From an optimization exercise on the open Yosys and OpenROAD flow, aimed at small area, a short achievable clock period and few clock cycles per item; shortcuts taken in it are not production practice.
In this exercise RTL edits were held to simulation tests only and were not proved equivalent to the original.
Power and IR drop assume default switching activity. No driver is modelled on the clock port, so clocking that relies on it looks cheaper here than on a real chip.

==> 05-26 <==
==> flow/design.v <==
module rbs_rx (
    input  wire       clk,
    input  wire       rst,         
    input  wire [7:0] my_addr,     
    input  wire       rx_valid,
    input  wire [7:0] rx_data,
    output wire       rx_ready,
    output wire       rd_valid,
    output wire [7:0] rd_data,
    input  wire       rd_ready,
    output reg        evt_valid,
    output reg  [2:0] evt_kind,
    output reg  [7:0] evt_src,
    output reg  [7:0] evt_seq,
    output reg  [7:0] evt_len
);
    localparam [7:0] CRC_POLY  = 8'h8C;    
    localparam [2:0] S_IDLE = 3'd0, S_LEN = 3'd1, S_DST = 3'd2, S_SRC = 3'd3,
                     S_SEQ  = 3'd4, S_PAY = 3'd5, S_CHK = 3'd6;
    localparam [2:0] EV_DATA = 3'd0, EV_DUP = 3'd1, EV_ACK = 3'd2,
                     EV_CRC  = 3'd3, EV_IGN = 3'd4;
    localparam RB_LOOPS = 48;              
    localparam LS_LOOPS = 64;              
    function [7:0] crc8_upd(input [7:0] c, input [7:0] b);
        integer i;
        reg [7:0] x;
        begin
            x = c ^ b;
            for (i = 0; i < 8; i = i + 1)
                x = x[0] ? ((x >> 1) ^ CRC_POLY) : (x >> 1);
            crc8_upd = x;
        end
    endfunction
    function [8:0] pinc(input [8:0] p);
        pinc = (p == 9'd383) ? 9'd0 : p + 9'd1;
    endfunction
    integer l, k;
    reg [2:0] ph;
    reg [2:0] clr_cnt;
    wire      clearing = (clr_cnt != 3'd0);
    always @(posedge clk) begin
        if (rst) begin
            ph      <= 3'd0;
            clr_cnt <= 3'd4;
        end else begin
            ph      <= ph + 3'd1;
            if (clr_cnt != 3'd0)
                clr_cnt <= clr_cnt - 3'd1;
        end
    end
    reg       rx_rdy;
    reg       in_v;
    reg [7:0] in_b;
    reg [7:0] my_addr_r;
    assign rx_ready = rx_rdy;
    always @(posedge clk) begin
        in_v      <= rx_valid && rx_rdy && !rst;
        in_b      <= rx_data;
        my_addr_r <= my_addr;
    end
    reg [8*8*RB_LOOPS-1:0] rb;             
    reg [9*4*LS_LOOPS-1:0] ls;             
    reg       rb_we;
    reg [5:0] rb_wl;
    reg [7:0] rb_wd;
    reg       ls_we;
    reg [5:0] ls_wl;
    reg [8:0] ls_wd;
    always @(posedge clk) begin
        for (l = 0; l < RB_LOOPS; l = l + 1) begin
            for (k = 0; k < 7; k = k + 1)
                rb[(l*8+k)*8 +: 8] <= rb[(l*8+k+1)*8 +: 8];
            rb[(l*8+7)*8 +: 8] <= (rb_we && rb_wl == l) ? rb_wd : rb[(l*8)*8 +: 8];
        end
        for (l = 0; l < LS_LOOPS; l = l + 1) begin
            for (k = 0; k < 3; k = k + 1)
                ls[(l*4+k)*9 +: 9] <= ls[(l*4+k+1)*9 +: 9];
            if (ls_we && ls_wl == l)
                ls[(l*4+3)*9 +: 9] <= ls_wd;
            else
                ls[(l*4+3)*9 +: 9] <= {ls[(l*4)*9+8] && !clearing, ls[(l*4)*9 +: 8]};
        end
    end
    reg [2:0] st;
    reg       esc_skip;
    reg [7:0] crc;
    reg       t_data, t_ack, dst_ok;
    reg [7:0] f_len, f_src, f_seq;
    reg [7:0] rem;
    reg [7:0] used;          
    reg       dec_pend;
    reg       c_crc_ok, c_dst_ok, c_data, c_ack;
    reg [7:0] c_n;
    reg [7:0] c_src;         
    reg [8:0] head_c;        
    reg [8:0] head_v;        
    reg [8:0] wp;            
    reg [8:0] tail;          
    reg       out_v;
    reg [7:0] out_d;
    reg [9:0] fq [0:15];
    reg [3:0] fq_rd, fq_wr;
    reg [4:0] fq_cnt;
    assign rd_valid = out_v;
    reg  [7:0] rd_q;         
    assign rd_data  = rd_q;
    wire   rd_take  = out_v && rd_ready;
    wire       is_fill  = (in_b == 8'h00) || (in_b == 8'hFF);
    wire       lbyte    = in_v && !esc_skip;
    wire [7:0] b        = in_b;
    wire [7:0] crc_next = crc8_upd(crc, b);
    wire [8:0] sum_u   = {1'b0, used} + {1'b0, f_len};
    reg  [7:0] n_pre;
    always @(posedge clk)
        n_pre <= sum_u[8] ? 8'd255 - used : f_len;
    wire [7:0] n_copy  = n_pre;
    reg  [8:0] pr;
    reg        dup, acc, dec;
    wire [1:0] ph_n2    = ph[1:0] + 2'd1;
    wire       dup_n    = pr[8] && (pr[7:0] == f_seq);
    always @(posedge clk) begin
        pr  <= ls[(f_src[7:2]*4+2)*9 +: 9];
        dup <= dup_n;
        acc <= c_crc_ok && c_dst_ok && c_data && !dup_n;
        dec <= dec_pend && !dec && !rst && (ph_n2 == f_src[1:0]);
    end
    wire       accept   = acc;
    reg  [8:0] c_head;       
    wire [9:0] hsum     = {1'b0, head_c} + {2'd0, n_copy};
    wire [8:0] head_n   = accept ? c_head : head_c;
    wire [7:0] used_a   = (dec && accept) ? used + c_n : used;
    wire       chk      = lbyte && (st == S_CHK);
    wire       pay      = lbyte && (st == S_PAY);
    always @(posedge clk) begin
        evt_src <= c_src;
        evt_seq <= f_seq;
        evt_len <= accept ? c_n : 8'd0;
        if (!c_crc_ok)
            evt_kind <= EV_CRC;
        else if (!c_dst_ok)
            evt_kind <= EV_IGN;
        else if (c_data)
            evt_kind <= dup ? EV_DUP : EV_DATA;
        else if (c_ack)
            evt_kind <= EV_ACK;
        else
            evt_kind <= EV_IGN;
    end
    wire [9:0] fq_h     = fq[fq_rd];
    wire       fq_ne    = (fq_cnt != 5'd0);
    wire       w_mark   = fq_ne && fq_h[9];
    wire [2:0] ph_n     = ph + 3'd1;
    wire       w_byte   = fq_ne && !fq_h[9] && (ph_n == wp[2:0]);
    wire       fq_pop   = w_mark || w_byte;
    wire       fq_push  = pay || dec;
    wire       ld_out   = (!out_v || rd_take) && (tail != head_v) && (ph == tail[2:0]);
    wire [7:0] rb_tap   = rb[(tail[8:3]*8)*8 +: 8];
    always @(posedge clk) begin
        rb_we <= w_byte && !rst;
        rb_wl <= wp[8:3];
        rb_wd <= fq_h[7:0];
    end
    always @(*) begin
        ls_we = dec && accept;
        ls_wl = c_src[7:2];
        ls_wd = {1'b1, f_seq};
    end
    always @(posedge clk)
        rd_q <= ld_out ? rb_tap : out_d;
    always @(posedge clk) begin
        if (fq_push)
            fq[fq_wr] <= pay ? {2'b00, b} : {1'b1, head_n};
    end
    always @(posedge clk) begin
        if (rst) begin
            st        <= S_IDLE;
            esc_skip  <= 1'b0;
            used      <= 8'd0;
            dec_pend  <= 1'b0;
            head_c    <= 9'd0;
            head_v    <= 9'd0;
            wp        <= 9'd0;
            tail      <= 9'd0;
            out_v     <= 1'b0;
            fq_rd     <= 4'd0;
            fq_wr     <= 4'd0;
            fq_cnt    <= 5'd0;
            rx_rdy    <= 1'b1;
            evt_valid <= 1'b0;
        end else begin
            evt_valid <= 1'b0;
            rx_rdy    <= (fq_cnt <= 5'd10);
            if (in_v)
                esc_skip <= esc_skip ? 1'b0 : is_fill;
            if (lbyte) begin
                case (st)
                    S_IDLE: begin
                        t_data <= (b == 8'h01);
                        t_ack  <= (b == 8'h02);
                        crc    <= crc8_upd(8'h00, b);
                        st     <= S_LEN;
                    end
                    S_LEN: begin
                        f_len <= (b > 8'd128) ? 8'd128 : b;
                        crc   <= crc_next;
                        st    <= S_DST;
                    end
                    S_DST: begin
                        dst_ok <= (b == my_addr_r);
                        crc    <= crc_next;
                        st     <= S_SRC;
                    end
                    S_SRC: begin
                        f_src <= b;
                        crc   <= crc_next;
                        st    <= S_SEQ;
                    end
                    S_SEQ: begin
                        f_seq <= b;
                        crc   <= crc_next;
                        rem   <= f_len;
                        st    <= (f_len == 8'd0) ? S_CHK : S_PAY;
                    end
                    S_PAY: begin
                        crc <= crc_next;
                        rem <= rem - 8'd1;
                        if (rem == 8'd1)
                            st <= S_CHK;
                    end
                    default: begin
                        st       <= S_IDLE;
                        dec_pend <= 1'b1;
                        c_crc_ok <= (b == crc);
                        c_dst_ok <= dst_ok;
                        c_data   <= t_data;
                        c_ack    <= t_ack;
                        c_n      <= n_copy;
                        c_src    <= f_src;
                        c_head   <= (hsum >= 10'd384) ? hsum - 10'd384 : hsum[8:0];
                    end
                endcase
            end
            if (dec) begin
                dec_pend  <= 1'b0;
                evt_valid <= 1'b1;
                head_c    <= head_n;
            end
            if (fq_push)
                fq_wr <= fq_wr + 4'd1;
            if (fq_pop)
                fq_rd <= fq_rd + 4'd1;
            fq_cnt <= fq_cnt + {4'd0, fq_push} - {4'd0, fq_pop};
            if (w_mark) begin
                wp     <= fq_h[8:0];
                head_v <= fq_h[8:0];
            end else if (w_byte)
                wp <= pinc(wp);
            if (ld_out) begin
                out_d <= rb_tap;
                tail  <= pinc(tail);
                out_v <= 1'b1;
            end else if (rd_take)
                out_v <= 1'b0;
            used <= rd_take ? used_a - 8'd1 : used_a;
        end
    end
endmodule
==> flow/flow/run.sh <==
#!/bin/bash
# Own flow: the standard layout, with the timing repair aimed at a
# shorter period than the 10 ns clock, larger clock sink clusters, no dummy
# loads in the clock tree, and the flip-flops that drive output ports placed
# next to the ports' buffers.
set -euo pipefail
MARGIN=$(cat flow/margin.txt)
KNOBS=(SETUP_SLACK_MARGIN="$MARGIN"
  "CTS_ARGS=-sink_clustering_enable -repair_clock_nets -dont_use_dummy_load -sink_clustering_size 30 -sink_clustering_max_diameter 80")
bash standard.sh "${KNOBS[@]}" place > orfs_place.log 2>&1
RESULTS=$PWD/orfs/results/$FLOW_PLATFORM/rbs_rx/base openroad -no_init -exit flow/place_out.tcl > place_out.log 2>&1
bash standard.sh "${KNOBS[@]}" finish > orfs_finish.log 2>&1
==> flow/flow/margin.txt <==
6.8
==> flow/flow/place_out.tcl <==
# Move each flip-flop that drives an output port's buffer next to that
# buffer, then legalize: the register-to-port paths then have no long wire.
read_db $::env(RESULTS)/3_place.odb
set block [ord::get_db_block]
set moved 0
foreach bterm [$block getBTerms] {
  if {[$bterm getIoType] != "OUTPUT"} { continue }
  set net [$bterm getNet]
  set buf ""
  foreach it [$net getITerms] { if {[$it isOutputSignal]} { set buf [$it getInst] } }
  if {$buf == ""} { continue }
  set in_net ""
  foreach it [$buf getITerms] { if {[$it isInputSignal]} { set in_net [$it getNet] } }
  if {$in_net == ""} { continue }
  set ff ""
  foreach it [$in_net getITerms] { if {[$it isOutputSignal]} { set ff [$it getInst] } }
  if {$ff == ""} { continue }
  if {![string match "*__df*" [[$ff getMaster] getName]]} { continue }
  set loc [$buf getLocation]
  $ff setLocation [lindex $loc 0] [lindex $loc 1]
  incr moved
}
puts "moved $moved flip-flops next to their output buffers"
detailed_placement
check_placement
write_db $::env(RESULTS)/3_place.odb
==> flow/standard.sh <==
#!/bin/bash
# synth_recipe.tcl (not shown) runs the flow's synth.tcl, then flattens the netlist and writes it again
# the make line also repeats each setting of config.mk as NAME=value (left out here)
make -C /OpenROAD-flow-scripts/flow DESIGN_CONFIG=/design/flow/config.mk WORK_HOME=/design/flow/orfs CLKGATE_MAP_FILE= SYNTH_SCRIPT=/design/flow/synth_recipe.tcl "${@:-finish}"
==> flow/config.mk <==
export PLATFORM = sky130hd
export DESIGN_NAME = rbs_rx
export DESIGN_NICKNAME = rbs_rx
export VERILOG_FILES = /design/flow/design.v
export SDC_FILE = /design/flow/constraint.sdc
export NUM_CORES = 4
export LEC_CHECK = 0
export ABC_CLOCK_PERIOD_IN_PS = 3500
export CAP_MARGIN = 20
export CORE_MARGIN = 2
export CORE_UTILIZATION = 55
export PLACE_DENSITY = 0.7
export SLEW_MARGIN = 20
export SYNTH_MEMORY_MAX_BITS = 8192
==> flow/constraint.sdc <==
create_clock -name core_clock -period 10.0 [get_ports {clk}]
set_input_delay 2.0000 -clock core_clock [delete_from_list [all_inputs] [get_ports {clk}]]
set_output_delay 2.0000 -clock core_clock [all_outputs]
set_load 0.01 [all_outputs]
==> 09-09 (differences from 05-26) <==
==> flow/flow/run.sh (replaced) <==
#!/bin/bash
# Own flow: the standard layout, with the timing repair aimed at a
# shorter period than the 10 ns clock, larger clock sink clusters and no
# dummy loads in the clock tree.
set -euo pipefail
MARGIN=$(cat flow/margin.txt)
bash standard.sh \
  SETUP_SLACK_MARGIN="$MARGIN" \
  "CTS_ARGS=-sink_clustering_enable -repair_clock_nets -dont_use_dummy_load -sink_clustering_size 30 -sink_clustering_max_diameter 80" \
  finish > orfs_flow.log 2>&1
CORE_UTILIZATION = 70   (was 55)
PLACE_DENSITY = 0.8   (was 0.7)
removed: flow/flow/place_out.tcl
==> summary of the runs <==
Sequential share of layout area: 05-26 is lower than 09-09 (0.43 points). First-iteration DRC count: 09-09 is larger than 05-26 (15%). Against 09-09, the maximum frequency of 05-26 is larger by about 2.7%. Of 05-26 and 09-09, 09-09 has the higher routed wire length (gap about 4%, measured against 09-09). In sequential cell count, 05-26 and 09-09 do not differ. Against 05-26, the via count of 09-09 is larger by 1.8%. In 09-09 the die area is smaller than in 05-26, by about 20%.
==> figures <==
quantity	05-26	09-09
Fraction of area in registers	0.769	0.774
Fraction of final layout cells sized beyond drive strength 1	0.197	0.200
Clock buffers and inverters, area share	0.0350	0.0349
Post-DR vias/cell	4.97	5.39
Buffer share of cell area	0.00902	0.00909
Combinational group share of total power	0.029	0.028
Non-clock buffer total of the final layout	147	148
Nets@finish	8576	8574
Status	complete, no violations	complete, no violations
Overall Global Routing Usage	0.189	0.251
Routed metal-1 wire length	119 mm	115 mm
Clock power frac	0.291	0.292
Hold Path End	rb[3041]$_DFF_P_	ls[1662]$_DFF_P_
Source of the worst hold timing path	rb[3049]$_DFF_P_	ls[1671]$_DFF_P_
Placed instance area	0.148 mm²	0.147 mm²
Clock slew at reported path FFs	0.10 ns	0.11 ns
Testbench counts of 05-26, summed over its fixed seeds: cycles 68,034, frames 960.
Testbench counts of 09-09, summed over its fixed seeds: cycles 68,034, frames 960.

## re-timing with driven ports
In the flow no input, the clock included, has a driving cell. The finished layouts below were timed again as built, in two steps.
Step 1 assumes that a clkbuf_16 drives the clock port and a buf_2 every other input.
Step 2 adds t to the input delays and takes it off the output delays; t is the mean of the earliest and latest rising clock arrival at the registers after step 1. Input paths then give back, and output paths get back, about the clock's delay inside the block.
a / b / c = ideal / step 1 / step 2; a / b = the first two.
| run | t (ns) | slack for setup (ns) | latest minus earliest clock arrival (ns) | worst register clock-pin slew, ns | cell pins on the clock port's net |
|---|---|---|---|---|---|
| 05-26 | 0.940 | 6.681 / 6.589 / 5.870 | 0.131 / 0.131 | 0.11 / 0.11 | 1 |
| 09-09 | 0.940 | 6.592 / 6.499 / 6.022 | 0.127 / 0.127 | 0.11 / 0.11 | 1 |
After both steps setup and hold are still met in every run listed. The setup slack of 05-26, which loses most, moves by -0.092 ns with the drivers and by -0.811 ns with both steps.
